From an optimization exercise on the open Yosys and OpenROAD flow, aimed at small area, a short achievable clock period and few clock cycles per item; shortcuts taken in it are not production practice.
In this exercise RTL edits were held to simulation tests only and were not proved equivalent to the original.
Power figures rest on the tool's default switching activity, not on a simulated workload.

--- flow/flow/run.sh ---
#!/bin/bash
set -euo pipefail
export BUFFER_PORTS_ARGS="-buffer_cell sky130_fd_sc_hd__buf_1"
bash standard.sh finish SETUP_SLACK_MARGIN=5.4 TNS_END_PERCENT=0 > standard_flow.log 2>&1
--- flow/constraint.sdc ---
create_clock -name core_clock -period 8.0 [get_ports {clk}]
set_input_delay 1.6000 -clock core_clock [delete_from_list [all_inputs] [get_ports {clk}]]
set_output_delay 1.6000 -clock core_clock [all_outputs]
set_load 0.01 [all_outputs]
--- flow/design.v ---
module lpc1_crc24w (
    input  wire [23:0] f,
    input  wire [31:0] x,
    output wire [23:0] fn
);
    wire s0;
    lpc1_x2 u_s0 (.a(x[0]), .b(f[0]), .y(s0));
    wire s1;
    lpc1_x2 u_s1 (.a(x[1]), .b(f[1]), .y(s1));
    wire s2;
    lpc1_x2 u_s2 (.a(x[2]), .b(f[2]), .y(s2));
    wire s3;
    lpc1_x2 u_s3 (.a(x[3]), .b(f[3]), .y(s3));
    wire s4;
    lpc1_x2 u_s4 (.a(x[4]), .b(f[4]), .y(s4));
    wire s5;
    lpc1_x2 u_s5 (.a(x[5]), .b(f[5]), .y(s5));
    wire s6;
    lpc1_x2 u_s6 (.a(x[6]), .b(f[6]), .y(s6));
    wire s7;
    lpc1_x2 u_s7 (.a(x[7]), .b(f[7]), .y(s7));
    wire s8;
    lpc1_x2 u_s8 (.a(x[8]), .b(f[8]), .y(s8));
    wire s9;
    lpc1_x2 u_s9 (.a(x[9]), .b(f[9]), .y(s9));
    wire s10;
    lpc1_x2 u_s10 (.a(x[10]), .b(f[10]), .y(s10));
    wire s11;
    lpc1_x2 u_s11 (.a(x[11]), .b(f[11]), .y(s11));
    wire s12;
    lpc1_x2 u_s12 (.a(x[12]), .b(f[12]), .y(s12));
    wire s13;
    lpc1_x2 u_s13 (.a(x[13]), .b(f[13]), .y(s13));
    wire s14;
    lpc1_x2 u_s14 (.a(x[14]), .b(f[14]), .y(s14));
    wire s15;
    lpc1_x2 u_s15 (.a(x[15]), .b(f[15]), .y(s15));
    wire s16;
    lpc1_x2 u_s16 (.a(x[16]), .b(f[16]), .y(s16));
    wire s17;
    lpc1_x2 u_s17 (.a(x[17]), .b(f[17]), .y(s17));
    wire s18;
    lpc1_x2 u_s18 (.a(x[18]), .b(f[18]), .y(s18));
    wire s19;
    lpc1_x2 u_s19 (.a(x[19]), .b(f[19]), .y(s19));
    wire s20;
    lpc1_x2 u_s20 (.a(x[20]), .b(f[20]), .y(s20));
    wire s21;
    lpc1_x2 u_s21 (.a(x[21]), .b(f[21]), .y(s21));
    wire s22;
    lpc1_x2 u_s22 (.a(x[22]), .b(f[22]), .y(s22));
    wire s23;
    lpc1_x2 u_s23 (.a(x[23]), .b(f[23]), .y(s23));
    wire [31:0] y = {x[31], x[30], x[29], x[28], x[27], x[26], x[25], x[24], s23, s22, s21, s20, s19, s18, s17, s16, s15, s14, s13, s12, s11, s10, s9, s8, s7, s6, s5, s4, s3, s2, s1, s0};
    wire s24;
    lpc1_x2 u_s24 (.a(y[23]), .b(y[30]), .y(s24));
    wire s25;
    lpc1_x2 u_s25 (.a(y[24]), .b(y[25]), .y(s25));
    wire s26;
    lpc1_x2 u_s26 (.a(y[11]), .b(y[31]), .y(s26));
    wire s27;
    lpc1_x2 u_s27 (.a(y[0]), .b(y[3]), .y(s27));
    wire s28;
    lpc1_x2 u_s28 (.a(y[10]), .b(y[1]), .y(s28));
    wire s29;
    lpc1_x2 u_s29 (.a(y[2]), .b(y[5]), .y(s29));
    wire s30;
    lpc1_x2 u_s30 (.a(y[9]), .b(s24), .y(s30));
    wire s31;
    lpc1_x2 u_s31 (.a(y[4]), .b(y[8]), .y(s31));
    wire s32;
    lpc1_x2 u_s32 (.a(y[26]), .b(s25), .y(s32));
    wire s33;
    lpc1_x2 u_s33 (.a(y[7]), .b(s26), .y(s33));
    wire s34;
    lpc1_x2 u_s34 (.a(y[29]), .b(y[6]), .y(s34));
    wire s35;
    lpc1_x2 u_s35 (.a(y[28]), .b(s29), .y(s35));
    wire s36;
    lpc1_x2 u_s36 (.a(y[15]), .b(y[8]), .y(s36));
    wire s37;
    lpc1_x2 u_s37 (.a(y[20]), .b(y[27]), .y(s37));
    wire s38;
    lpc1_x2 u_s38 (.a(y[12]), .b(s27), .y(s38));
    wire s39;
    lpc1_x2 u_s39 (.a(y[4]), .b(s28), .y(s39));
    wire s40;
    lpc1_x2 u_s40 (.a(y[16]), .b(s30), .y(s40));
    wire s41;
    lpc1_x2 u_s41 (.a(y[14]), .b(y[6]), .y(s41));
    wire s42;
    lpc1_x2 u_s42 (.a(y[10]), .b(y[17]), .y(s42));
    wire s43;
    lpc1_x2 u_s43 (.a(y[22]), .b(y[30]), .y(s43));
    wire s44;
    lpc1_x2 u_s44 (.a(y[27]), .b(s31), .y(s44));
    wire s45;
    lpc1_x2 u_s45 (.a(y[18]), .b(s26), .y(s45));
    wire s46;
    lpc1_x2 u_s46 (.a(s25), .b(s34), .y(s46));
    wire s47;
    lpc1_x2 u_s47 (.a(y[19]), .b(s27), .y(s47));
    wire s48;
    lpc1_x2 u_s48 (.a(y[21]), .b(s28), .y(s48));
    wire s49;
    lpc1_x2 u_s49 (.a(y[24]), .b(s31), .y(s49));
    wire s50;
    lpc1_x2 u_s50 (.a(y[13]), .b(s39), .y(s50));
    wire s51;
    lpc1_x2 u_s51 (.a(y[1]), .b(s33), .y(s51));
    wire s52;
    lpc1_x2 u_s52 (.a(s35), .b(s30), .y(s52));
    wire s53;
    lpc1_x2 u_s53 (.a(y[7]), .b(s40), .y(s53));
    wire s54;
    lpc1_x2 u_s54 (.a(y[25]), .b(y[26]), .y(s54));
    wire s55;
    lpc1_x2 u_s55 (.a(y[15]), .b(y[2]), .y(s55));
    wire s56;
    lpc1_x2 u_s56 (.a(y[16]), .b(y[9]), .y(s56));
    wire s57;
    lpc1_x2 u_s57 (.a(y[12]), .b(s24), .y(s57));
    wire s58;
    lpc1_x2 u_s58 (.a(y[29]), .b(s32), .y(s58));
    wire s59;
    lpc1_x2 u_s59 (.a(y[23]), .b(s36), .y(s59));
    wire s60;
    lpc1_x2 u_s60 (.a(s41), .b(s29), .y(s60));
    wire s61;
    lpc1_x2 u_s61 (.a(y[6]), .b(s32), .y(s61));
    wire s62;
    lpc1_x2 u_s62 (.a(y[17]), .b(s37), .y(s62));
    wire s63;
    lpc1_x2 u_s63 (.a(y[19]), .b(s43), .y(s63));
    wire s64;
    lpc1_x2 u_s64 (.a(y[0]), .b(s37), .y(s64));
    wire s65;
    lpc1_x2 u_s65 (.a(y[13]), .b(s38), .y(s65));
    wire s66;
    lpc1_x2 u_s66 (.a(y[14]), .b(s35), .y(s66));
    wire s67;
    lpc1_x2 u_s67 (.a(s42), .b(s45), .y(s67));
    wire s68;
    lpc1_x2 u_s68 (.a(s62), .b(s32), .y(s68));
    wire s69;
    lpc1_x2 u_s69 (.a(s34), .b(s49), .y(s69));
    wire s70;
    lpc1_x2 u_s70 (.a(s44), .b(s51), .y(s70));
    wire s71;
    lpc1_x2 u_s71 (.a(y[27]), .b(y[31]), .y(s71));
    wire s72;
    lpc1_x2 u_s72 (.a(y[3]), .b(y[8]), .y(s72));
    wire s73;
    lpc1_x2 u_s73 (.a(s54), .b(s71), .y(s73));
    wire s74;
    lpc1_x2 u_s74 (.a(s72), .b(s73), .y(s74));
    assign fn[0] = ~(s57 ^ s74);
    wire s75;
    lpc1_x2 u_s75 (.a(y[28]), .b(s25), .y(s75));
    wire s76;
    lpc1_x2 u_s76 (.a(s31), .b(s75), .y(s76));
    wire s77;
    lpc1_x2 u_s77 (.a(s30), .b(s76), .y(s77));
    assign fn[1] = ~(s65 ^ s77);
    wire s78;
    lpc1_x2 u_s78 (.a(y[31]), .b(y[0]), .y(s78));
    wire s79;
    lpc1_x2 u_s79 (.a(y[14]), .b(y[5]), .y(s79));
    wire s80;
    lpc1_x2 u_s80 (.a(y[9]), .b(s78), .y(s80));
    wire s81;
    lpc1_x2 u_s81 (.a(s79), .b(s58), .y(s81));
    wire s82;
    lpc1_x2 u_s82 (.a(s80), .b(s50), .y(s82));
    assign fn[2] = ~(s81 ^ s82);
    wire s83;
    lpc1_x2 u_s83 (.a(s26), .b(s28), .y(s83));
    wire s84;
    lpc1_x2 u_s84 (.a(s38), .b(s59), .y(s84));
    wire s85;
    lpc1_x2 u_s85 (.a(s60), .b(s83), .y(s85));
    assign fn[3] = (s84 ^ s85);
    wire s86;
    lpc1_x2 u_s86 (.a(y[13]), .b(s55), .y(s86));
    wire s87;
    lpc1_x2 u_s87 (.a(s61), .b(s86), .y(s87));
    wire s88;
    lpc1_x2 u_s88 (.a(s40), .b(s87), .y(s88));
    assign fn[4] = ~(s70 ^ s88);
    wire s89;
    lpc1_x2 u_s89 (.a(y[24]), .b(s42), .y(s89));
    wire s90;
    lpc1_x2 u_s90 (.a(s89), .b(s66), .y(s90));
    assign fn[5] = (s53 ^ s90);
    wire s91;
    lpc1_x2 u_s91 (.a(s36), .b(s27), .y(s91));
    wire s92;
    lpc1_x2 u_s92 (.a(s46), .b(s91), .y(s92));
    assign fn[6] = (s67 ^ s92);
    wire s93;
    lpc1_x2 u_s93 (.a(y[18]), .b(y[23]), .y(s93));
    wire s94;
    lpc1_x2 u_s94 (.a(s56), .b(s93), .y(s94));
    wire s95;
    lpc1_x2 u_s95 (.a(s47), .b(s94), .y(s95));
    assign fn[7] = ~(s95 ^ s70);
    wire s96;
    lpc1_x2 u_s96 (.a(y[31]), .b(s39), .y(s96));
    wire s97;
    lpc1_x2 u_s97 (.a(s47), .b(s52), .y(s97));
    wire s98;
    lpc1_x2 u_s98 (.a(s68), .b(s96), .y(s98));
    assign fn[8] = ~(s97 ^ s98);
    wire s99;
    lpc1_x2 u_s99 (.a(y[0]), .b(y[11]), .y(s99));
    wire s100;
    lpc1_x2 u_s100 (.a(y[18]), .b(y[20]), .y(s100));
    wire s101;
    lpc1_x2 u_s101 (.a(s99), .b(s100), .y(s101));
    wire s102;
    lpc1_x2 u_s102 (.a(s35), .b(s48), .y(s102));
    wire s103;
    lpc1_x2 u_s103 (.a(s57), .b(s101), .y(s103));
    wire s104;
    lpc1_x2 u_s104 (.a(s69), .b(s102), .y(s104));
    assign fn[9] = ~(s103 ^ s104);
    wire s105;
    lpc1_x2 u_s105 (.a(y[21]), .b(y[9]), .y(s105));
    wire s106;
    lpc1_x2 u_s106 (.a(s29), .b(s105), .y(s106));
    wire s107;
    lpc1_x2 u_s107 (.a(s46), .b(s63), .y(s107));
    wire s108;
    lpc1_x2 u_s108 (.a(s106), .b(s51), .y(s108));
    wire s109;
    lpc1_x2 u_s109 (.a(s65), .b(s107), .y(s109));
    assign fn[10] = ~(s108 ^ s109);
    wire s110;
    lpc1_x2 u_s110 (.a(y[22]), .b(y[2]), .y(s110));
    wire s111;
    lpc1_x2 u_s111 (.a(y[7]), .b(s41), .y(s111));
    wire s112;
    lpc1_x2 u_s112 (.a(s110), .b(s64), .y(s112));
    wire s113;
    lpc1_x2 u_s113 (.a(s111), .b(s50), .y(s113));
    assign fn[11] = (s112 ^ s113);
    wire s114;
    lpc1_x2 u_s114 (.a(y[11]), .b(y[1]), .y(s114));
    wire s115;
    lpc1_x2 u_s115 (.a(y[21]), .b(y[3]), .y(s115));
    wire s116;
    lpc1_x2 u_s116 (.a(y[7]), .b(s114), .y(s116));
    wire s117;
    lpc1_x2 u_s117 (.a(s115), .b(s59), .y(s117));
    wire s118;
    lpc1_x2 u_s118 (.a(s116), .b(s66), .y(s118));
    assign fn[12] = (s117 ^ s118);
    wire s119;
    lpc1_x2 u_s119 (.a(y[22]), .b(s55), .y(s119));
    wire s120;
    lpc1_x2 u_s120 (.a(s56), .b(s38), .y(s120));
    wire s121;
    lpc1_x2 u_s121 (.a(s119), .b(s69), .y(s121));
    assign fn[13] = (s120 ^ s121);
    wire s122;
    lpc1_x2 u_s122 (.a(y[25]), .b(y[17]), .y(s122));
    wire s123;
    lpc1_x2 u_s123 (.a(y[3]), .b(y[5]), .y(s123));
    wire s124;
    lpc1_x2 u_s124 (.a(s122), .b(s123), .y(s124));
    wire s125;
    lpc1_x2 u_s125 (.a(s124), .b(s50), .y(s125));
    assign fn[14] = (s53 ^ s125);
    wire s126;
    lpc1_x2 u_s126 (.a(y[26]), .b(s49), .y(s126));
    wire s127;
    lpc1_x2 u_s127 (.a(s60), .b(s67), .y(s127));
    assign fn[15] = ~(s126 ^ s127);
    wire s128;
    lpc1_x2 u_s128 (.a(y[26]), .b(y[18]), .y(s128));
    wire s129;
    lpc1_x2 u_s129 (.a(y[19]), .b(y[5]), .y(s129));
    wire s130;
    lpc1_x2 u_s130 (.a(y[6]), .b(s36), .y(s130));
    wire s131;
    lpc1_x2 u_s131 (.a(s128), .b(s129), .y(s131));
    wire s132;
    lpc1_x2 u_s132 (.a(s30), .b(s33), .y(s132));
    wire s133;
    lpc1_x2 u_s133 (.a(s130), .b(s131), .y(s133));
    assign fn[16] = ~(s132 ^ s133);
    wire s134;
    lpc1_x2 u_s134 (.a(y[10]), .b(y[20]), .y(s134));
    wire s135;
    lpc1_x2 u_s135 (.a(s134), .b(s47), .y(s135));
    wire s136;
    lpc1_x2 u_s136 (.a(s61), .b(s135), .y(s136));
    assign fn[17] = ~(s53 ^ s136);
    wire s137;
    lpc1_x2 u_s137 (.a(s31), .b(s48), .y(s137));
    wire s138;
    lpc1_x2 u_s138 (.a(s33), .b(s68), .y(s138));
    assign fn[18] = (s137 ^ s138);
    wire s139;
    lpc1_x2 u_s139 (.a(y[21]), .b(y[22]), .y(s139));
    wire s140;
    lpc1_x2 u_s140 (.a(s27), .b(s139), .y(s140));
    wire s141;
    lpc1_x2 u_s141 (.a(s45), .b(s140), .y(s141));
    assign fn[19] = ~(s52 ^ s141);
    wire s142;
    lpc1_x2 u_s142 (.a(s34), .b(s28), .y(s142));
    wire s143;
    lpc1_x2 u_s143 (.a(s32), .b(s44), .y(s143));
    wire s144;
    lpc1_x2 u_s144 (.a(s63), .b(s142), .y(s144));
    assign fn[20] = (s143 ^ s144);
    wire s145;
    lpc1_x2 u_s145 (.a(s54), .b(s64), .y(s145));
    wire s146;
    lpc1_x2 u_s146 (.a(s33), .b(s52), .y(s146));
    assign fn[21] = ~(s145 ^ s146);
    wire s147;
    lpc1_x2 u_s147 (.a(y[28]), .b(s24), .y(s147));
    wire s148;
    lpc1_x2 u_s148 (.a(s46), .b(s48), .y(s148));
    assign fn[22] = (s147 ^ s148);
    wire s149;
    lpc1_x2 u_s149 (.a(y[2]), .b(s43), .y(s149));
    wire s150;
    lpc1_x2 u_s150 (.a(s58), .b(s33), .y(s150));
    assign fn[23] = ~(s149 ^ s150);
endmodule
module lpc1_crc10w (
    input  wire [9:0]  c,
    input  wire [31:0] x,
    output wire [9:0]  cn
);
    wire s0;
    lpc1_x2 u_s0 (.a(x[0]), .b(c[2]), .y(s0));
    wire s1;
    lpc1_x2 u_s1 (.a(x[1]), .b(c[3]), .y(s1));
    wire s2;
    lpc1_x2 u_s2 (.a(x[2]), .b(c[4]), .y(s2));
    wire s3;
    lpc1_x2 u_s3 (.a(x[3]), .b(c[5]), .y(s3));
    wire s4;
    lpc1_x2 u_s4 (.a(x[4]), .b(c[6]), .y(s4));
    wire s5;
    lpc1_x2 u_s5 (.a(x[5]), .b(c[7]), .y(s5));
    wire s6;
    lpc1_x2 u_s6 (.a(x[6]), .b(c[8]), .y(s6));
    wire s7;
    lpc1_x2 u_s7 (.a(x[7]), .b(c[9]), .y(s7));
    wire s8;
    lpc1_x2 u_s8 (.a(x[14]), .b(c[0]), .y(s8));
    wire s9;
    lpc1_x2 u_s9 (.a(x[15]), .b(c[1]), .y(s9));
    wire [31:0] y = {x[31], x[30], x[29], x[28], x[27], x[26], x[25], x[24], x[23], x[22], x[21], x[20], x[19], x[18], x[17], x[16], s9, s8, x[13], x[12], x[11], x[10], x[9], x[8], s7, s6, s5, s4, s3, s2, s1, s0};
    wire s10;
    lpc1_x2 u_s10 (.a(y[23]), .b(y[24]), .y(s10));
    wire s11;
    lpc1_x2 u_s11 (.a(y[25]), .b(y[8]), .y(s11));
    wire s12;
    lpc1_x2 u_s12 (.a(y[26]), .b(y[3]), .y(s12));
    wire s13;
    lpc1_x2 u_s13 (.a(y[7]), .b(s11), .y(s13));
    wire s14;
    lpc1_x2 u_s14 (.a(y[6]), .b(s10), .y(s14));
    wire s15;
    lpc1_x2 u_s15 (.a(y[11]), .b(s13), .y(s15));
    wire s16;
    lpc1_x2 u_s16 (.a(y[9]), .b(s12), .y(s16));
    wire s17;
    lpc1_x2 u_s17 (.a(y[12]), .b(y[18]), .y(s17));
    wire s18;
    lpc1_x2 u_s18 (.a(y[13]), .b(y[19]), .y(s18));
    wire s19;
    lpc1_x2 u_s19 (.a(y[10]), .b(y[16]), .y(s19));
    wire s20;
    lpc1_x2 u_s20 (.a(y[0]), .b(y[28]), .y(s20));
    wire s21;
    lpc1_x2 u_s21 (.a(y[15]), .b(y[27]), .y(s21));
    wire s22;
    lpc1_x2 u_s22 (.a(y[1]), .b(y[29]), .y(s22));
    wire s23;
    lpc1_x2 u_s23 (.a(y[2]), .b(y[30]), .y(s23));
    wire s24;
    lpc1_x2 u_s24 (.a(y[14]), .b(y[20]), .y(s24));
    wire s25;
    lpc1_x2 u_s25 (.a(s24), .b(s16), .y(s25));
    wire s26;
    lpc1_x2 u_s26 (.a(y[12]), .b(y[31]), .y(s26));
    wire s27;
    lpc1_x2 u_s27 (.a(y[13]), .b(y[21]), .y(s27));
    wire s28;
    lpc1_x2 u_s28 (.a(y[10]), .b(s17), .y(s28));
    wire s29;
    lpc1_x2 u_s29 (.a(y[2]), .b(s19), .y(s29));
    wire s30;
    lpc1_x2 u_s30 (.a(y[14]), .b(y[22]), .y(s30));
    wire s31;
    lpc1_x2 u_s31 (.a(y[17]), .b(s20), .y(s31));
    wire s32;
    lpc1_x2 u_s32 (.a(y[4]), .b(s21), .y(s32));
    wire s33;
    lpc1_x2 u_s33 (.a(y[15]), .b(s22), .y(s33));
    wire s34;
    lpc1_x2 u_s34 (.a(y[5]), .b(s14), .y(s34));
    wire s35;
    lpc1_x2 u_s35 (.a(y[0]), .b(s23), .y(s35));
    wire s36;
    lpc1_x2 u_s36 (.a(s31), .b(s15), .y(s36));
    wire s37;
    lpc1_x2 u_s37 (.a(s15), .b(s18), .y(s37));
    wire s38;
    lpc1_x2 u_s38 (.a(s25), .b(s26), .y(s38));
    wire s39;
    lpc1_x2 u_s39 (.a(s14), .b(s32), .y(s39));
    wire s40;
    lpc1_x2 u_s40 (.a(s16), .b(s36), .y(s40));
    assign cn[0] = (s39 ^ s40);
    wire s41;
    lpc1_x2 u_s41 (.a(y[11]), .b(y[17]), .y(s41));
    wire s42;
    lpc1_x2 u_s42 (.a(y[3]), .b(s41), .y(s42));
    wire s43;
    lpc1_x2 u_s43 (.a(s28), .b(s42), .y(s43));
    wire s44;
    lpc1_x2 u_s44 (.a(s33), .b(s34), .y(s44));
    assign cn[1] = (s43 ^ s44);
    wire s45;
    lpc1_x2 u_s45 (.a(y[4]), .b(y[6]), .y(s45));
    wire s46;
    lpc1_x2 u_s46 (.a(s17), .b(s45), .y(s46));
    wire s47;
    lpc1_x2 u_s47 (.a(s35), .b(s46), .y(s47));
    assign cn[2] = (s37 ^ s47);
    wire s48;
    lpc1_x2 u_s48 (.a(y[1]), .b(y[5]), .y(s48));
    wire s49;
    lpc1_x2 u_s49 (.a(y[7]), .b(s18), .y(s49));
    wire s50;
    lpc1_x2 u_s50 (.a(s48), .b(s49), .y(s50));
    assign cn[3] = (s50 ^ s38);
    wire s51;
    lpc1_x2 u_s51 (.a(s10), .b(s27), .y(s51));
    wire s52;
    lpc1_x2 u_s52 (.a(s29), .b(s51), .y(s52));
    wire s53;
    lpc1_x2 u_s53 (.a(s52), .b(s25), .y(s53));
    assign cn[4] = (s36 ^ s53);
    wire s54;
    lpc1_x2 u_s54 (.a(y[21]), .b(y[7]), .y(s54));
    wire s55;
    lpc1_x2 u_s55 (.a(s20), .b(s22), .y(s55));
    wire s56;
    lpc1_x2 u_s56 (.a(s28), .b(s30), .y(s56));
    wire s57;
    lpc1_x2 u_s57 (.a(s14), .b(s54), .y(s57));
    wire s58;
    lpc1_x2 u_s58 (.a(s55), .b(s56), .y(s58));
    assign cn[5] = (s57 ^ s58);
    wire s59;
    lpc1_x2 u_s59 (.a(y[22]), .b(y[23]), .y(s59));
    wire s60;
    lpc1_x2 u_s60 (.a(s59), .b(s23), .y(s60));
    wire s61;
    lpc1_x2 u_s61 (.a(s33), .b(s60), .y(s61));
    assign cn[6] = (s37 ^ s61);
    wire s62;
    lpc1_x2 u_s62 (.a(y[23]), .b(y[8]), .y(s62));
    wire s63;
    lpc1_x2 u_s63 (.a(s62), .b(s35), .y(s63));
    assign cn[7] = (s63 ^ s38);
    wire s64;
    lpc1_x2 u_s64 (.a(y[31]), .b(y[8]), .y(s64));
    wire s65;
    lpc1_x2 u_s65 (.a(y[9]), .b(y[1]), .y(s65));
    wire s66;
    lpc1_x2 u_s66 (.a(y[3]), .b(s27), .y(s66));
    wire s67;
    lpc1_x2 u_s67 (.a(s19), .b(s64), .y(s67));
    wire s68;
    lpc1_x2 u_s68 (.a(s65), .b(s66), .y(s68));
    wire s69;
    lpc1_x2 u_s69 (.a(s67), .b(s32), .y(s69));
    assign cn[8] = (s68 ^ s69);
    wire s70;
    lpc1_x2 u_s70 (.a(s21), .b(s29), .y(s70));
    wire s71;
    lpc1_x2 u_s71 (.a(s12), .b(s30), .y(s71));
    wire s72;
    lpc1_x2 u_s72 (.a(s13), .b(s34), .y(s72));
    wire s73;
    lpc1_x2 u_s73 (.a(s70), .b(s71), .y(s73));
    assign cn[9] = (s72 ^ s73);
endmodule
module lpc1_crc6h (
    input  wire [15:0] x,
    output wire [5:0]  c
);
    wire s0;
    lpc1_x2 u_s0 (.a(x[1]), .b(x[7]), .y(s0));
    wire s1;
    lpc1_x2 u_s1 (.a(x[2]), .b(x[8]), .y(s1));
    wire s2;
    lpc1_x2 u_s2 (.a(x[10]), .b(s0), .y(s2));
    wire s3;
    lpc1_x2 u_s3 (.a(x[14]), .b(s1), .y(s3));
    wire s4;
    lpc1_x2 u_s4 (.a(x[13]), .b(x[3]), .y(s4));
    wire s5;
    lpc1_x2 u_s5 (.a(x[5]), .b(x[6]), .y(s5));
    wire s6;
    lpc1_x2 u_s6 (.a(x[12]), .b(x[15]), .y(s6));
    wire s7;
    lpc1_x2 u_s7 (.a(x[0]), .b(x[11]), .y(s7));
    wire s8;
    lpc1_x2 u_s8 (.a(x[9]), .b(s5), .y(s8));
    wire s9;
    lpc1_x2 u_s9 (.a(x[4]), .b(s3), .y(s9));
    wire s10;
    lpc1_x2 u_s10 (.a(x[8]), .b(s4), .y(s10));
    wire s11;
    lpc1_x2 u_s11 (.a(s2), .b(s8), .y(s11));
    assign c[0] = (s10 ^ s11);
    wire s12;
    lpc1_x2 u_s12 (.a(x[11]), .b(x[1]), .y(s12));
    wire s13;
    lpc1_x2 u_s13 (.a(x[5]), .b(s4), .y(s13));
    wire s14;
    lpc1_x2 u_s14 (.a(s12), .b(s13), .y(s14));
    assign c[1] = (s9 ^ s14);
    wire s15;
    lpc1_x2 u_s15 (.a(x[13]), .b(s6), .y(s15));
    wire s16;
    lpc1_x2 u_s16 (.a(s2), .b(s15), .y(s16));
    assign c[2] = (s9 ^ s16);
    wire s17;
    lpc1_x2 u_s17 (.a(x[15]), .b(x[6]), .y(s17));
    wire s18;
    lpc1_x2 u_s18 (.a(s7), .b(s17), .y(s18));
    wire s19;
    lpc1_x2 u_s19 (.a(s2), .b(s3), .y(s19));
    assign c[3] = (s18 ^ s19);
    wire s20;
    lpc1_x2 u_s20 (.a(x[2]), .b(x[3]), .y(s20));
    wire s21;
    lpc1_x2 u_s21 (.a(x[9]), .b(s0), .y(s21));
    wire s22;
    lpc1_x2 u_s22 (.a(s6), .b(s7), .y(s22));
    wire s23;
    lpc1_x2 u_s23 (.a(s20), .b(s21), .y(s23));
    assign c[4] = (s22 ^ s23);
    wire s24;
    lpc1_x2 u_s24 (.a(x[0]), .b(x[12]), .y(s24));
    wire s25;
    lpc1_x2 u_s25 (.a(x[4]), .b(x[7]), .y(s25));
    wire s26;
    lpc1_x2 u_s26 (.a(s1), .b(s24), .y(s26));
    wire s27;
    lpc1_x2 u_s27 (.a(s25), .b(s8), .y(s27));
    assign c[5] = (s26 ^ s27);
endmodule
module lpc1_x2 (
    input  wire a,
    input  wire b,
    output wire y
);
    assign y = a ^ b;
endmodule
module lpc1_xn2 (
    input  wire a,
    input  wire b,
    output wire y
);
    assign y = ~(a ^ b);
endmodule
module lpc1_cksum (
    input  wire        clk,
    input  wire        rst,
    input  wire        cmd_valid,
    output wire        cmd_ready,
    input  wire [31:0] cmd_word,
    input  wire [31:0] cmd_len,
    input  wire [23:0] cmd_fcs_in,
    input  wire        in_valid,
    output wire        in_ready,
    input  wire [31:0] in_data,
    output reg         done,
    output wire [7:0]  code,
    output reg  [7:0]  last_op,
    output reg         match,
    output reg  [23:0] fcs_val,
    output reg  [23:0] fcs_rx,
    output reg  [16:0] fcs_cover,
    output reg  [16:0] out_len,
    output reg  [5:0]  crc6,
    output reg  [9:0]  crc10
);
    localparam [3:0] C_OK           = 4'b0_000;    
    localparam [3:0] C_FCS_MISMATCH = 4'b0_001;    
    localparam [3:0] C_NO_CRC       = 4'b0_010;    
    localparam [3:0] C_ERR_LEN      = 4'b1_000;    
    localparam [3:0] C_ERR_TYPE     = 4'b1_001;    
    localparam [3:0] C_ERR_OVERFLOW = 4'b1_011;    
    localparam [3:0] C_ERR_PARAM    = 4'b1_100;    
    localparam [3:0] C_ERR_CMD      = 4'b1_101;    
    reg        rdy;           
    reg        irdy;          
    reg        setup;         
    reg        o_calc, o_gen, o_chk, o_crc6, o_crc10, o_splice;
    reg        illegal;       
    reg        big;           
    reg        sup_ov;        
    reg [16:0] rem;           
    reg [3:0]  jb;            
    reg        ui_elig;       
    reg [31:0] wrot;          
    reg [23:0] prev;          
    reg [1:0]  cidx;          
    reg        wv;            
    reg        wfirst;        
    reg        wsecond;       
    reg        wlast;         
    reg        ui;            
    reg        u0;            
    reg        u1;            
    reg        iu0;           
    reg        fcs_w;         
    reg        c10_on;        
    reg        cmpx;          
    reg  [3:0] code_q;
    assign code = {3'b000, code_q[3], 1'b0, code_q[2:0]};
    assign cmd_ready = rdy;
    assign in_ready  = irdy;
    wire d_calc   = (cmd_word == 32'h0000_0001);
    wire d_gen    = (cmd_word == 32'h0000_0002) || (cmd_word == 32'h0000_0102);
    wire d_chk    = (cmd_word == 32'h0000_0003);
    wire d_crc6   = (cmd_word == 32'h0000_0010);
    wire d_crc10  = (cmd_word == 32'h0000_0011);
    wire d_splice = (cmd_word == 32'h0000_0012);
    wire d_legal  = d_calc | d_gen | d_chk | d_crc6 | d_crc10 | d_splice;
    wire p_calc   = ~cmd_word[4] & (cmd_word[1:0] == 2'b01);
    wire p_gen    = ~cmd_word[4] & (cmd_word[1:0] == 2'b10);
    wire p_chk    = ~cmd_word[4] & (cmd_word[1:0] == 2'b11);
    wire p_crc6   =  cmd_word[4] & (cmd_word[1:0] == 2'b00);
    wire p_crc10  =  cmd_word[4] & (cmd_word[1:0] == 2'b01);
    wire p_splice =  cmd_word[4] & (cmd_word[1:0] == 2'b10);
    wire d_big    = (|cmd_len[31:17]) | (cmd_len[16] & (|cmd_len[15:0]));
    wire [1:0] d_j = (cmd_word[1:0] == 2'b11) ? ~cmd_len[1:0]
                                              : {cmd_len[1] ^ cmd_len[0], cmd_len[0]};
    wire [3:0] d_jh = {d_j == 2'd3, d_j == 2'd2, d_j == 2'd1, d_j == 2'd0};
    wire d_ui_elig = (p_gen & (|cmd_len[31:3])) |
                     (p_chk & ((|cmd_len[31:4]) |
                               (cmd_len[3] & (cmd_len[2] | (cmd_len[1] & cmd_len[0])))));
    wire d_iu     = cmd_word[4];
    wire d_len_hi0 = (cmd_len[31:17] == 15'd0);
    wire d_le65533 = d_len_hi0 & ~cmd_len[16] & ~(&cmd_len[15:1]);
    wire d_ge3     = (|cmd_len[31:2]) | (&cmd_len[1:0]);
    wire d_fcs_w   = p_calc |
                     (p_gen & ~(cmd_word[8] & (|cmd_fcs_in)) & d_le65533) |
                     (p_chk & d_ge3);
    wire d_words  = d_legal & (cmd_len[31:17] == 15'd0) &
                    (cmd_len[16] ? (cmd_len[15:0] == 16'd0) : (cmd_len[15:0] != 16'd0));
    wire accept = cmd_valid & rdy;
    wire fire   = in_valid & irdy;
    wire [16:0] n        = rem;                  
    wire        n_zero   = (n == 17'd0);
    wire        n_lt2    = (n[16:1] == 16'd0);
    wire        n_lt3    = n_lt2 | (n == 17'd2);
    wire        n_lt4    = (n[16:2] == 15'd0);
    wire        n_ovf    = (n > 17'd65533);
    wire        n_ragged = |rem[1:0];            
    wire        rem_gt4  = (|rem[16:3]) | (rem[2] & (|rem[1:0]));
    wire        rem_gt8  = (|rem[16:4]) | (rem[3] & (|rem[2:0]));
    wire        more_after = wv ? rem_gt8 : rem_gt4;
    wire        iuup     = o_crc10 | o_splice;
    wire ui_pat  = (in_data[15:13] == 3'b110) & ~in_data[16];
    wire ui_word = ui_elig & ui_pat;
    wire ui_next = (u0 & ui_pat) | u1;
    wire [3:0] jn = ui_next ? 4'b0010 : (iu0 ? 4'b0001 : jb);
    wire [3:0] t      = wrot[7:4];
    wire       t_none = (t == 4'd1);
    wire       t_ok   = (t == 4'd0) || (t == 4'd14);
    wire [5:0] crc6_word;
    lpc1_crc6h u_crc6 (.x(wrot[15:0]), .c(crc6_word));
    wire       crc6_wr = wv & wfirst &
                         ((o_crc6 & ~n_lt2) | (o_splice & t_ok & ~n_lt4));
    wire [31:0] rot = ({32{jn[0]}} & in_data) |
                      ({32{jn[1]}} & {in_data[23:0], prev[23:16]}) |
                      ({32{jn[2]}} & {in_data[15:0], prev[23:8]}) |
                      ({32{jn[3]}} & {in_data[7:0], prev[23:0]});
    localparam [23:0] FCS_INIT0 = 24'h000000, FCS_INIT1 = 24'h7016E8,
                      FCS_INIT2 = 24'hC7030A, FCS_INIT3 = 24'h53F40E;
    wire [23:0] fcs_init_b = ({24{jb[1]}} & FCS_INIT1) | ({24{jb[2]}} & FCS_INIT2) |
                             ({24{jb[3]}} & FCS_INIT3);
    wire [23:0] fcs_init   = ui_next ? FCS_INIT1 : fcs_init_b;
    wire fcs_load = ~rdy & (cidx == 2'd0) & fcs_w & ~illegal & ~big;
    wire [23:0] fcs_next;
    lpc1_crc24w u_crc24 (.f(fcs_val), .x(wrot), .fn(fcs_next));
    wire [9:0] crc10_next;
    lpc1_crc10w u_crc10 (.c(crc10), .x(wrot), .cn(crc10_next));
    wire fcs_step = wv & fcs_w & ~(ui & ~wfirst & ~wsecond) &
                    ~(o_chk & wlast & n_ragged);
    wire c10_step = wv & c10_on & ~wfirst;
    wire        chk_cmp = o_chk & fcs_w &
                          ((wv & wlast & n_ragged) | cmpx);
    wire [23:0] rx_word = wrot[23:0];
    wire        rx_eq   = (fcs_val == rx_word);
    always @(posedge clk) begin
        wrot <= rot;
        if (fire)
            prev <= (iuup & (cidx == 2'd0)) ? 24'h0 : in_data[31:8];
        else if (rdy)
            prev <= 24'h0;
        if (rdy) begin
            o_calc   <= p_calc;
            o_gen    <= p_gen;
            o_chk    <= p_chk;
            o_crc6   <= p_crc6;
            o_crc10  <= p_crc10;
            o_splice <= p_splice;
            illegal  <= ~d_legal;
            big      <= d_big;
            sup_ov   <= cmd_word[8] & (|cmd_fcs_in);
            jb       <= d_jh;
            fcs_w    <= d_fcs_w;
            ui_elig  <= d_ui_elig;
        end
        if (rdy)
            rem <= cmd_len[16:0];
        else if (wv)
            rem <= rem - 17'd4;
        if (rdy) begin
            cidx   <= 2'd0;
            u0     <= d_ui_elig;
            u1     <= 1'b0;
            iu0    <= d_iu;
        end else if (fire) begin
            if (cidx != 2'd2)
                cidx <= cidx + 2'd1;
            u0  <= 1'b0;
            u1  <= u0 & ui_pat;
            iu0 <= 1'b0;
        end
        wfirst  <= (cidx == 2'd0);
        wsecond <= (cidx == 2'd1);
        wlast   <= ~more_after;
        if (cidx == 2'd0)
            ui <= ui_word;
        if (rdy)
            c10_on <= 1'b0;
        else if (wv & wfirst & iuup & t_ok & ~(wlast & n_ragged))
            c10_on <= 1'b1;
    end
    always @(posedge clk) begin
        if (rst) begin
            rdy       <= 1'b1;
            irdy      <= 1'b0;
            setup     <= 1'b0;
            wv        <= 1'b0;
            cmpx      <= 1'b0;
            done      <= 1'b0;
            code_q    <= 4'h0;
            last_op   <= 8'h00;
            match     <= 1'b0;
            fcs_val   <= 24'h0;
            fcs_rx    <= 24'h0;
            fcs_cover <= 17'h0;
            out_len   <= 17'h0;
            crc6      <= 6'h0;
            crc10     <= 10'h0;
        end else begin
            done  <= 1'b0;
            setup <= accept;
            cmpx  <= 1'b0;
            wv    <= fire;
            if (accept) begin
                rdy     <= 1'b0;
                last_op <= cmd_word[7:0];
            end
            if (rdy)
                irdy <= cmd_valid & d_words;
            else if (in_valid)
                irdy <= irdy & more_after;
            if (setup) begin
                if (illegal) begin
                    code_q  <= C_ERR_CMD;
                    out_len <= 17'h0;
                    done    <= 1'b1;
                    rdy     <= 1'b1;
                end else if (big) begin
                    code_q <= C_ERR_PARAM;
                    if (o_gen | o_splice)
                        out_len <= 17'h0;
                    done <= 1'b1;
                    rdy  <= 1'b1;
                end else begin
                    if (n_zero) begin
                        done <= 1'b1;
                        rdy  <= 1'b1;
                    end
                    if (o_calc) begin
                        code_q    <= C_OK;
                        fcs_cover <= n;
                    end
                    if (o_gen) begin
                        if (n_ovf) begin
                            code_q  <= C_ERR_OVERFLOW;
                            out_len <= 17'h0;
                        end else begin
                            code_q  <= C_OK;
                            out_len <= n + 17'd3;
                            fcs_cover <= sup_ov ? 17'h0 : n;
                        end
                    end
                    if (o_chk) begin
                        if (n_lt3)
                            code_q <= C_ERR_LEN;
                        else
                            fcs_cover <= n - 17'd3;
                    end
                    if (o_crc6)
                        code_q <= n_lt2 ? C_ERR_LEN : C_OK;
                    if (o_crc10)
                        code_q <= C_ERR_LEN;    
                    if (o_splice) begin
                        code_q  <= C_ERR_LEN;
                        out_len <= n;         
                    end
                end
            end
            if (fcs_load)
                fcs_val <= fcs_init;
            if (crc6_wr)
                crc6 <= crc6_word;
            if (fcs_step)
                fcs_val <= fcs_next;
            if (c10_step)
                crc10 <= crc10_next;
            if (wv & wfirst) begin
                if (ui & fcs_w)
                    fcs_cover <= 17'd7;
                if (iuup) begin
                    if (t_none) begin
                        code_q <= C_NO_CRC;
                        if (o_crc10)
                            crc10 <= 10'h0;
                    end else if (!t_ok) begin
                        code_q <= C_ERR_TYPE;
                        if (o_splice)
                            out_len <= 17'h0;
                    end else if (wlast & n_ragged) begin
                        code_q <= C_ERR_LEN;
                        if (o_splice)
                            out_len <= 17'h0;
                    end else begin
                        code_q <= C_OK;
                        crc10 <= 10'h0;
                    end
                end
            end
            if (chk_cmp) begin
                fcs_rx <= rx_word;
                match  <= rx_eq;
                code_q <= rx_eq ? C_OK : C_FCS_MISMATCH;
                done   <= 1'b1;
                rdy    <= 1'b1;
            end else if (wv & wlast) begin
                if (o_chk & fcs_w) begin
                    cmpx <= 1'b1;
                end else begin
                    done <= 1'b1;
                    rdy  <= 1'b1;
                end
            end
        end
    end
endmodule
--- flow/standard.sh ---
#!/bin/bash
# synth_recipe.tcl (not shown) runs the flow's synth.tcl, then flattens the netlist and writes it again
# the make line also repeats each setting of config.mk as NAME=value (left out here)
make -C /OpenROAD-flow-scripts/flow DESIGN_CONFIG=/design/flow/config.mk WORK_HOME=/design/flow/orfs CLKGATE_MAP_FILE= SYNTH_SCRIPT=/design/flow/synth_recipe.tcl "${@:-finish}"
--- flow/config.mk ---
export PLATFORM = sky130hd
export DESIGN_NAME = lpc1_cksum
export DESIGN_NICKNAME = lpc1_cksum
export VERILOG_FILES = /design/flow/design.v
export SDC_FILE = /design/flow/constraint.sdc
export NUM_CORES = 4
export LEC_CHECK = 0
export CAP_MARGIN = 20
export CORE_MARGIN = 2
export CORE_UTILIZATION = 40
export CTS_CLUSTER_DIAMETER = 100
export CTS_CLUSTER_SIZE = 25
export PLACE_DENSITY = 0.75
export SETUP_SLACK_MARGIN = 5
export SLEW_MARGIN = 20
export SYNTH_HIERARCHICAL = 1
export SYNTH_MEMORY_MAX_BITS = 8192
export SYNTH_MINIMUM_KEEP_SIZE = 0
export TNS_END_PERCENT = 0
==> impl_metrics.py, run 1 <==
metrics = {
    "status": {
        "status": "no timing/DRC/antenna violations",
    },
    "place": {
        "dpl.hpwl_um": 32000,
        "placed_area_um2": 14300,
        "io_buffers": 237,
        "gp_congestion": 0.9693,
    },
    "cells_and_area": {
        "drive_gt1_share_pct": 8.734,
        "fin_area_um2": 15290,
        "multi_input_area_um2": 8084,
        "num-fill-cells": 3092,
        "regArea_um2": 4935,
        "syn_to_final_growth_pct": 16.50,
        "n_antenna_cell": 0,
        "fin_nets": 1838,
    },
    "flow_run": {
        "maxCapViolCount": 0,
    },
    "floorplan": {
        "core-area_um2": 32450,
        "die_y_um": 185.2,
        "chipWidth_um": 185.2,
        "die_area_um2": 34280,
        "io_pins": 242,
        "rows": 66,
        "start_util_pct": 40.45,
    },
    "sta": {
        "max_clock_freq_mhz": 363.5,
        "timing.setup.tns_ns": 0,
        "fin_crit_ns": 2.751,
        "report.final.slew_viol_count": 0,
        "rsz0062_at_grt": "true",
        "setup_viol": 0,
        "fin_crit_sh_pct": 34.39,
        "finalHoldViolCount": 0,
        "slew_headroom_pct": 37.87,
        "fin_skew_ns": 0.02834,
        "worst_pin_slew_ns": 0.9292,
    },
    "global_routing": {
        "grt_start_max_net_pins": 74,
        "grt.overflow.total": 0,
        "antenna_found_initial": 1,
        "grt.total_usage_pct": 24.76,
        "grt_pass1_vias": 11670,
        "grt_pass1_wl_um": 65780,
    },
    "clock_network": {
        "clkSlewWorstSetupHoldPaths_ns": 0.09,
        "ctsHoldBuffers": 0,
        "cts_tree": "yes",
        "htree_levels": 1,
        "clk_path_buf_depth": 3,
        "cts-root-buf": "clkbuf_16",
        "cts-buffers-inserted": 13,
        "insertion_delay_ns": 0.50,
        "cts.sinks": 215,
    },
    "yosys": {
        "synth_cells": 1493,
        "ys_seq_elements": 215,
        "synthArstFlopShare_pct": 0,
        "synth_flop_cell": "dfxtp_1",
        "synth.area.top_cells": "dfxtp_1, xor2_1, edfxtp_1, nand2_1, a21oi_1",
        "yosys.area.top_type_share_pct": 23.79,
        "syn_avg_cell_area_um2": 8.792,
        "ys_warn_count": 7,
        "ys_seq_area_share_pct": 37.29,
        "syn_area_um2": 13130,
        "synth_edf_count": 59,
        "synthTopCellsByCount": "xor2_1, nand2_1, dfxtp_1",
        "synthDistinctLibCells": 73,
        "synth_top_area_cell": "dfxtp_1",
        "synth_most_common_cell": "xor2_1",
    },
    "critical_path": {
        "crit_path_end_kind": "flop",
        "cp_slowest_cell": "dfxtp_1",
        "crit_fanout": 4,
        "path_class": "flop to flop",
        "path_cells": "xor2_1, xor2_1, xor2_1, xor2_1, xor2_1, xnor2_1, nand2_1, a21oi_1",
        "critPathLaunchType": "flop",
        "required_ns": 8.41,
        "reg2reg_setup_slack_ns": 5.25,
        "worst_path_most_repeated_cell": "xor2_1",
        "cpPeakStageDelay_ns": 0.60,
        "cp.arrival_ns": 3.17,
    },
    "route": {
        "wl_per_cell_um": 20.43,
        "drtAntennaViolNets": 0,
        "avgViaCountPerCell": 5.722,
        "drt_iter0_drc": 1420,
        "dr_total_vias": 12290,
        "postRouteWirelength_um": 43880,
        "drc": 0,
        "dr.pass1.iters": 9,
    },
    "power": {
        "powerDensity_nw_per_um2": 239.2,
        "ir_worst_vdd_mv": 0.1264,
        "p_leak_nw": 5.718,
    },
    "min_path": {
        "worst_hold_path_type": "flop to flop",
    },
}
[per-module statistics from Yosys (local to each module, per instance)]
module       cell area (µm²)  flops+latches  copies in the design  cells inside
lpc1_cksum             10560            215                     1          1200
lpc1_crc24w            210.2              0                     1            24
lpc1_crc10w            87.58              0                     1            10
lpc1_x2                8.758              0                   253             1
lpc1_crc6h             52.55              0                     1             6
[report_power, final]
| part | internal, W | total, W | switching [W] |
|---|---|---|---|
| logic | 0.000661 | 0.00159 | 0.000932 |
| clock network | 0.000331 | 0.000722 | 0.000391 |
| registers | 0.00118 | 0.00134 | 0.000162 |
| total | 0.00217 | 0.00366 | 0.00148 |
[per-layer routing]
layer  part of all wire [%]  vias to the layer above  routed length (µm)  global-route usage [%]
met2                     46                      675               20160                   40.37
met1                     42                     5861               18250                   33.32
met5                  0.025                        -                  11                       0
li1                       -                     5652                   -                       -
met3                    9.1                      101                3984                   4.050
met4                    3.4                        2                1476                   8.317
[through the flow]
stage               setup slack (ns)  utilization, %  hold slack (ns)  power, W  std cells
CTS                            5.272           46.91           0.4581  0.003623       2146
detailed placement             4.157           44.05           0.4467  0.002837       2097
global route                   5.127           47.12           0.4762  0.003830       2148
finish                         5.249           47.12           0.4584  0.003658       2148
floorplan                      4.981               -           0.4297  0.002486       1496
global placement               4.290           44.05           0.4392  0.002823       2097
[sequential cells by signal, indices dropped and copies added (netlist names), 2 cells and up]
register,flops
cidx,2
code_q,4
crc10,10
crc6,6
fcs_cover,17
fcs_rx,24
fcs_val,24
jb,4
last_op,8
out_len,17
prev,24
rem,17
wrot,32
[cell usage in the layout, fill, tap and decap left out, types with 5 or more instances in the layout]
cell,netlist,routed
a211oi_1,8,8
a21o_1,9,9
a21oi_1,87,86
a221oi_1,11,11
a222oi_1,32,32
a31oi_1,17,17
a32oi_1,8,8
and2_1,29,29
buf_1,9,233
buf_4,6,34
clkbuf_16,0,14
dfxtp_1,156,126
dfxtp_2,0,29
edfxtp_1,59,59
ha_1,14,14
inv_1,28,28
mux2i_1,18,18
nand2_1,224,223
nand2b_1,6,6
nand3_1,37,35
nand4_1,25,25
nor2_1,74,73
nor3_1,27,24
nor4_1,35,32
o211ai_1,8,8
o21ai_0,29,29
o221ai_1,6,6
o22ai_1,9,9
or2_2,5,5
or3_1,8,7
xnor2_1,46,46
xor2_1,300,280
xor2_2,0,19
[cell type report]
class	instances	area share [%]
Clock inverter	4	0.2618
Timing Repair Buffer	274	7.912
Clock buffer	17	2.365
Sequential cell	215	32.27
Multi-Input combinational cell	1167	52.86
Tap cell	442	3.616
Inverter	29	0.7118
[worst max-delay path, delay by kind of cell, from the launching register on]
kind,cells,cell delay [ns]
compound gates,1,0.12
xor+xnor,6,1.90
flops,1,0.60
simple gates,1,0.07
[cells by family (layout without fill, tap and decap cells)]
kind of cell             Yosys count  count (layout)  synth area share, %
XOR/XNOR                         346             346                23.09
multiplexers                      23              23                1.887
adder cells (fa/ha/maj)           14              14                1.334
AO/OA/AOI/OAI                    272             273                14.31
other                              1               4              0.02857
buffers and inverters            116             324                3.689
flip-flops                       215             215                37.29
AND/OR/NAND/NOR                  506             507                18.38
[path summary, 6_finish.rpt]
kind | cells past startpoint | end | start
worst min register to register | 2 | last_op[4] | last_op[4]
worst max-delay path | 8 | fcs_val[4] | wrot[24]
worst max register to register | 8 | fcs_val[4] | wrot[24]
worst min-delay path | 2 | last_op[4] | last_op[4]
[repair_timing]
action | CTS | global route
buffers inserted | 26 | 2
gates cloned | 2 | 0
setup endpoints to repair | 235 | 244
resized for setup | 75 | 8
pin swaps | 6 | 1
Testbench counts, summed over its fixed seeds: cycles 10,251, items 384.
==> inputs of run 2 (changes only) <==
--- a/flow/design.v
+++ b/flow/design.v
@@ -631,6 +631,7 @@
     reg        fcs_w;         
     reg        c10_on;        
     reg        cmpx;          
+    reg        fcs_step;      
     reg  [3:0] code_q;
     assign code = {3'b000, code_q[3], 1'b0, code_q[2:0]};
     assign cmd_ready = rdy;
@@ -702,8 +703,8 @@
     lpc1_crc24w u_crc24 (.f(fcs_val), .x(wrot), .fn(fcs_next));
     wire [9:0] crc10_next;
     lpc1_crc10w u_crc10 (.c(crc10), .x(wrot), .cn(crc10_next));
-    wire fcs_step = wv & fcs_w & ~(ui & ~wfirst & ~wsecond) &
-                    ~(o_chk & wlast & n_ragged);
+    wire fcs_take = fcs_w & ~(ui & (cidx == 2'd2)) &
+                    ~(o_chk & n_ragged & ~more_after);
     wire c10_step = wv & c10_on & ~wfirst;
     wire        chk_cmp = o_chk & fcs_w &
                           ((wv & wlast & n_ragged) | cmpx);
@@ -759,6 +760,7 @@
         if (rst) begin
             rdy       <= 1'b1;
             irdy      <= 1'b0;
+            fcs_step  <= 1'b0;
             setup     <= 1'b0;
             wv        <= 1'b0;
             cmpx      <= 1'b0;
@@ -777,6 +779,7 @@
             setup <= accept;
             cmpx  <= 1'b0;
             wv    <= fire;
+            fcs_step <= fire & fcs_take;
             if (accept) begin
                 rdy     <= 1'b0;
                 last_op <= cmd_word[7:0];
--- a/flow/config.mk
+++ b/flow/config.mk
@@ -10,6 +10,7 @@
 export CORE_UTILIZATION = 40
 export CTS_CLUSTER_DIAMETER = 100
 export CTS_CLUSTER_SIZE = 25
+export GPL_ROUTABILITY_DRIVEN = 0
 export PLACE_DENSITY = 0.75
 export SETUP_SLACK_MARGIN = 5
 export SLEW_MARGIN = 20
==> impl_metrics.py, run 2 <==
metrics = {
    "yosys": {
        "synth.area.top_cells": "dfxtp_1, xor2_1, edfxtp_1, nand2_1, a21oi_1",
        "ys_warn_count": 7,
        "syn_area_um2": 12910,
        "synthTopCellsByCount": "xor2_1, nand2_1, dfxtp_1",
        "ys_seq_elements": 215,
        "yosys.area.top_type_share_pct": 24.20,
        "synthArstFlopShare_pct": 0,
        "synth_most_common_cell": "xor2_1",
        "synth_edf_count": 59,
        "synthDistinctLibCells": 76,
        "syn_avg_cell_area_um2": 8.762,
        "ys_seq_area_share_pct": 37.93,
        "synth_top_area_cell": "dfxtp_1",
        "synth_flop_cell": "dfxtp_1",
        "synth_cells": 1473,
    },
    "power": {
        "powerDensity_nw_per_um2": 240.0,
        "p_sw_w": 0.001499,
        "combPwrFrac_pct": 43.9,
        "p_leak_nw": 5.885,
        "switching_share_pct": 40.95,
        "ir_worst_vdd_mv": 0.1526,
        "clkPwrFrac_pct": 19.3,
        "seqPwrFrac_pct": 36.9,
        "internal_power_w": 0.002162,
    },
    "global_routing": {
        "grt_start_max_net_pins": 44,
        "antenna_found_initial": 0,
        "grt_pass1_vias": 11580,
        "grt.total_usage_pct": 24.50,
        "grt.overflow.total": 0,
        "grt_pass1_wl_um": 65200,
    },
    "flow_run": {
        "maxCapViolCount": 0,
    },
    "cells_and_area": {
        "regArea_um2": 4920,
        "fin_nets": 1818,
        "num-fill-cells": 2916,
        "largest_register_ffs": 32,
        "layout_commonest_cell": "xor2_1",
        "drive_gt1_share_pct": 8.239,
        "top_register": "wrot",
        "final_cells": 2089,
        "multi_input_area_um2": 7954,
        "syn_to_final_growth_pct": 18.21,
        "fin_area_um2": 15260,
        "n_antenna_cell": 0,
        "layout_common_cells": "xor2_1, buf_1, nand2_1",
    },
    "clock_network": {
        "clkSlewWorstSetupHoldPaths_ns": 0.10,
        "htree_levels": 1,
        "cts-buffers-inserted": 13,
        "clk_path_buf_depth": 3,
        "cts.sinks": 215,
        "cts-root-buf": "clkbuf_16",
        "cts_tree": "yes",
        "insertion_delay_ns": 0.49,
    },
    "place": {
        "pre_cts_ws_ns": 4.237,
        "place_inst": 2038,
        "dpl.hpwl_um": 30040,
        "io_buffers": 237,
        "placed_area_um2": 14130,
    },
    "critical_path": {
        "crit_family": "simple AND/OR/NAND/NOR gates",
        "path_cells": "buf_8, nor4bb_4, buf_4, a21o_1, nor2_4, buf_6, a222oi_1, nand2_1",
        "critPathLaunchType": "primary input",
        "path_class": "primary input to flop",
        "cp.arrival_ns": 3.26,
        "crit_fanout": 7,
        "cp_slowest_cell": "nor4bb_4",
        "critPathBufInv": 3,
        "crit_path_end_kind": "flop",
        "cpPeakStageDelay_ns": 0.40,
        "required_ns": 8.36,
    },
    "route": {
        "drc": 0,
        "dr_total_vias": 12100,
        "postRouteWirelength_um": 42370,
        "wl_per_cell_um": 20.28,
        "drtAntennaViolNets": 0,
        "dr.pass1.iters": 10,
        "avgViaCountPerCell": 5.792,
        "drt_iter0_drc": 1572,
    },
    "sta": {
        "fin_crit_sh_pct": 36.19,
        "fin_skew_ns": 0.02641,
        "holdWs_ns": 0.4560,
        "setup_slack_ns": 5.105,
        "fin_crit_ns": 2.895,
        "slew_headroom_pct": 40.61,
        "rsz0062_at_grt": "true",
        "worst_pin_slew_ns": 0.8889,
        "timing.setup.tns_ns": 0,
        "finalHoldViolCount": 0,
        "report.final.slew_viol_count": 0,
        "setup_viol": 0,
        "max_clock_freq_mhz": 345.4,
    },
    "floorplan": {
        "die_area_um2": 33720,
        "start_util_pct": 40.79,
        "die_y_um": 183.6,
        "chipWidth_um": 183.6,
        "rows": 65,
        "core-area_um2": 31640,
        "io_pins": 242,
    },
    "status": {
        "status": "no timing/DRC/antenna violations",
    },
    "min_path": {
        "worst_hold_path_type": "flop to flop",
    },
}
run 2: cell type report:
type,count,share of cell area [%]
inverter,18,0.4429
clock inverter,4,0.2706
timing repair buffer,276,9.374
sequential,215,32.25
multi-input combinational,1157,52.14
clock buffer,17,2.231
tap,402,3.297
run 2: kinds of logic (layout without fill, tap and decap cells):
family                   after synthesis  count (layout)  synth area share [%]
AND/OR/NAND/NOR                      487             488                 17.40
XOR/XNOR                             344             344                 23.34
AO/OA/AOI/OAI                        287             289                 15.17
flip-flops                           215             215                 37.93
buffers and inverters                107             315                 3.383
multiplexers                          19              19                 1.483
adder cells (fa/ha/maj)               13              13                 1.260
other                                  1               4               0.02906
run 2: tightest hold or removal path, delay by kind of cell (launching register included):
family,cells,cell delay (ns)
flops,1,0.32
compound gates,1,0.05
simple gates,1,0.05
run 2: what timing repair did:
item	CTS	global route
buffers inserted	18	4
hold buffers	0	0
pin swaps	24	9
cloned	7	1
gates resized for setup	70	22
setup endpoints to repair	215	239
run 2: per-module statistics from Yosys (local to each module, per instance):
| module | times used | area, µm² | cells |
|---|---|---|---|
| lpc1_cksum | 1 | 10340 | 1180 |
| lpc1_crc24w | 1 | 210.2 | 24 |
| lpc1_crc10w | 1 | 87.58 | 10 |
| lpc1_crc6h | 1 | 52.55 | 6 |
| lpc1_x2 | 253 | 8.758 | 1 |
run 2: power by group through the flow:
stage                     logic, W  clock network (W)  registers, W
final                      0.00161           0.000705       0.00135
after global routing       0.00172           0.000762       0.00135
after CTS                  0.00154           0.000721       0.00134
after detailed placement   0.00147                  0       0.00136
after global placement     0.00143                  0       0.00136
after floorplan            0.00120                  0       0.00127
run 2: worst paths after layout:
check | from | endpoint | slack, ns | depth (start not counted)
worst max-delay path | in_data[16] | wrot[8] | 5.10 | 8
worst min-delay path | out_len[16] | out_len[16] | 0.46 | 2
worst max register to register | rem[5] | crc6[4] | 5.17 | 7
worst min register to register | out_len[16] | out_len[16] | 0.46 | 2
run 2: per-stage QoR:
| stage | power (W) | util (%) |
|---|---|---|
| 2_1_floorplan | 0.002473 | - |
| 3_5_place_dp | 0.002827 | 44.67 |
| 3_3_place_gp | 0.002793 | 44.59 |
| 4_1_cts | 0.003603 | 47.81 |
| 6_report | 0.003661 | 48.22 |
| 5_1_grt | 0.003837 | 48.22 |
run 2: layer usage:
| layer | GRT usage (%) | share of wire (%) | vias up |
|---|---|---|---|
| met5 | 0 | 0 | - |
| met1 | 33.07 | 42 | 5727 |
| met2 | 38.99 | 45 | 706 |
| li1 | - | - | 5544 |
| met3 | 4.299 | 9.4 | 123 |
| met4 | 9.600 | 4.1 | 0 |
Testbench counts of run 2, summed over its fixed seeds: cycles 10,251, items 384.
==> inputs of run 3 (changes only) <==
--- a/flow/config.mk
+++ b/flow/config.mk
@@ -10,7 +10,6 @@
 export CORE_UTILIZATION = 40
 export CTS_CLUSTER_DIAMETER = 100
 export CTS_CLUSTER_SIZE = 25
-export GPL_ROUTABILITY_DRIVEN = 0
 export PLACE_DENSITY = 0.75
 export SETUP_SLACK_MARGIN = 5
 export SLEW_MARGIN = 20
==> impl_metrics.py, run 3 <==
metrics = {
    "status": {
        "status": "no timing/DRC/antenna violations",
    },
    "cells_and_area": {
        "syn_to_final_growth_pct": 19.26,
        "fin_nets": 1818,
        "largest_register_ffs": 32,
        "top_register": "wrot",
        "layout_common_cells": "xor2_1, buf_1, nand2_1",
        "layout_commonest_cell": "xor2_1",
        "drive_gt1_share_pct": 10.36,
        "fin_area_um2": 15390,
        "final_cells": 2093,
    },
    "yosys": {
        "synth_edf_count": 59,
        "synthArstFlopShare_pct": 0,
        "synth.area.top_cells": "dfxtp_1, xor2_1, edfxtp_1, nand2_1, a21oi_1",
        "synth_most_common_cell": "xor2_1",
        "synth_flop_cell": "dfxtp_1",
        "yosys.area.top_type_share_pct": 24.20,
        "synth_top_area_cell": "dfxtp_1",
        "ys_warn_count": 7,
        "syn_avg_cell_area_um2": 8.762,
        "synthDistinctLibCells": 76,
        "ys_seq_area_share_pct": 37.93,
        "ys_seq_elements": 215,
        "syn_area_um2": 12910,
        "synthTopCellsByCount": "xor2_1, nand2_1, dfxtp_1",
        "synth_cells": 1473,
    },
    "clock_network": {
        "cts-root-buf": "clkbuf_16",
        "ctsHoldBuffers": 0,
        "clk_path_buf_depth": 3,
        "cts-buffers-inserted": 14,
        "insertion_delay_ns": 0.50,
        "htree_levels": 1,
        "clkSlewWorstSetupHoldPaths_ns": 0.09,
        "cts_tree": "yes",
        "cts.sinks": 215,
    },
    "floorplan": {
        "rows": 65,
        "core-area_um2": 31640,
        "start_util_pct": 40.79,
        "chipWidth_um": 183.6,
        "die_y_um": 183.6,
        "io_pins": 242,
        "die_area_um2": 33720,
    },
    "critical_path": {
        "reg2reg_setup_slack_ns": 5.23,
        "r2r-end": "fcs_val[15]",
        "required_ns": 8.41,
        "crit_path_end_kind": "flop",
        "path_class": "flop to flop",
        "cp.arrival_ns": 3.19,
        "crit_fanout": 7,
        "critPathLaunchType": "flop",
        "rr_startpoint": "wrot[11]",
        "reg2regPathDepth": 8,
    },
    "sta": {
        "setup_slack_ns": 5.228,
        "timing.setup.tns_ns": 0,
        "setup_viol": 0,
        "max_clock_freq_mhz": 360.7,
        "report.final.slew_viol_count": 0,
        "worst_pin_slew_ns": 0.8558,
        "fin_crit_ns": 2.772,
        "fin_crit_sh_pct": 34.65,
        "fin_skew_ns": 0.02354,
        "slew_headroom_pct": 42.73,
        "finalHoldViolCount": 0,
        "rsz0062_at_grt": "true",
    },
    "place": {
        "placed_area_um2": 14130,
        "io_buffers": 237,
        "dpl.hpwl_um": 31130,
        "gp_congestion": 1.017,
        "pre_cts_ws_ns": 4.235,
        "place_inst": 2038,
    },
    "global_routing": {
        "grt_pass1_vias": 11300,
        "grt_pass1_wl_um": 66150,
        "grt.total_usage_pct": 25.14,
        "antenna_found_initial": 2,
        "grt_start_max_net_pins": 44,
        "grt.overflow.total": 0,
    },
    "route": {
        "drt_iter0_drc": 1278,
        "dr.pass1.iters": 9,
        "drc": 0,
        "avgViaCountPerCell": 5.731,
        "drtAntennaViolNets": 0,
        "postRouteWirelength_um": 43360,
        "wl_per_cell_um": 20.72,
        "dr_total_vias": 12000,
    },
    "flow_run": {
        "maxCapViolCount": 0,
    },
    "power": {
        "p_leak_nw": 5.934,
        "powerDensity_nw_per_um2": 242.9,
        "ir_worst_vdd_mv": 0.2216,
        "total_power_w": 0.003739,
    },
    "min_path": {
        "hp-start": "prev[0]",
        "worst_hold_path_type": "flop to flop",
        "hold_end": "wrot[0]",
        "hold_depth": 2,
    },
}
==> run 3: cell counts after synthesis <==
Identical to the previous run, type by type.
==> run 3: layout make-up <==
class,count,area [µm²]
clock buffers,20,404.1
clock inverters,4,60.06
inverters,18,67.56
flip-flops and latches,215,4956
repair buffers,277,1355
well taps,402,503.0
fillers,2952,16240
multi-input cells,1155,8041
diodes,2,5.005
==> run 3: kinds of logic (layout without fill, tap and decap cells) <==
kind of cell,count (synthesis),in the layout,share of synthesized area (%)
fa+ha+maj,13,13,1.260
compound gates,287,287,15.17
simple gates,487,488,17.40
mux,19,19,1.483
xor+xnor,344,344,23.34
other cells,1,6,0.02906
flops,215,215,37.93
buf+inv,107,319,3.383
==> run 3: how the worst max path moves through the flow <==
stage	cells past startpoint	startpoint	endpoint	slack (ns)
after floorplan	6	cmd_len[10]	big	5.13
after global placement	7	in_data[13]	wrot[24]	4.29
after detailed placement	7	rst	fcs_cover[15]	4.23
after CTS	2	rdy	cmd_ready	5.29
after global routing	8	in_data[16]	fcs_val[22]	5.15
final	8	wrot[11]	fcs_val[15]	5.23
==> run 3: layer usage <==
metal	track usage (%)	vias up	part of all wire, %
met5	0	-	0
met4	7.296	0	2.9
met3	3.685	94	8.3
met2	39.82	641	45
met1	35.56	5717	43
li1	-	5543	-
==> run 3: through the flow <==
step,util (%),hold slack [ns]
floorplan,-,0.4156
global placement,44.59,0.4201
detailed placement,44.67,0.4260
CTS,48.22,0.4500
global route,48.64,0.4797
finish,48.65,0.4508
==> run 3: per-module statistics from Yosys (local to each module, per instance) <==
module	flip-flops and latches	cells	copies in the design	cell area, µm²
lpc1_cksum	215	1180	1	10340
lpc1_crc10w	0	10	1	87.58
lpc1_crc24w	0	24	1	210.2
lpc1_crc6h	0	6	1	52.55
lpc1_x2	0	1	253	8.758
==> run 3: power by group <==
group	leakage, nW	internal (W)	switching (W)	total, W
Sequential	1.92	0.00118	0.000165	0.00135
Combinational	3.80	0.000666	0.000941	0.00161
Clock	0.220	0.000370	0.000416	0.000787
==> run 3: timing repair <==
item                       in CTS  in global routing
pin swaps                      18                  6
setup buffers                  16                  9
cloned                          4                  0
setup endpoints to repair     229                245
resized for setup             113                  8
==> run 3: critical path, cell delays in order, from the launching register on <==
cell and delay, ns:
dfxtp_2 0.55, xor2_2 0.31, xor2_2 0.29, xor2_1 0.40, xor2_1 0.38, xor2_1 0.14
xnor2_1 0.31, a22oi_1 0.14, a21oi_1 0.16

-- separate check: timing with driven ports --
How much do the figures lean on ideal ports? The routed layouts below were timed once more, with nothing changed but the port constraints.
Step 1, drivers: a clkbuf_16 drives clk and a buf_2 each remaining input, both assumed.
Step 2 also shifts input and output timing later by t, the mid clock arrival at the registers, as if the neighbouring blocks saw the same clock.
Slacks: ideal ports / drivers / drivers and shift; pairs: ideal ports / drivers.
run	t (ns)	slack for setup (ns)	worst setup path at the end
run 1	0.532	5.249 / 5.217 / 4.751	input to register
run 2	0.524	5.105 / 5.113 / 4.589	input to register
run 3	0.534	5.228 / 5.228 / 4.750	input to register
After both steps setup and hold are still met in every run listed. The setup slack of run 2, which loses most, moves by +0.008 ns with the drivers and by -0.516 ns with both steps.
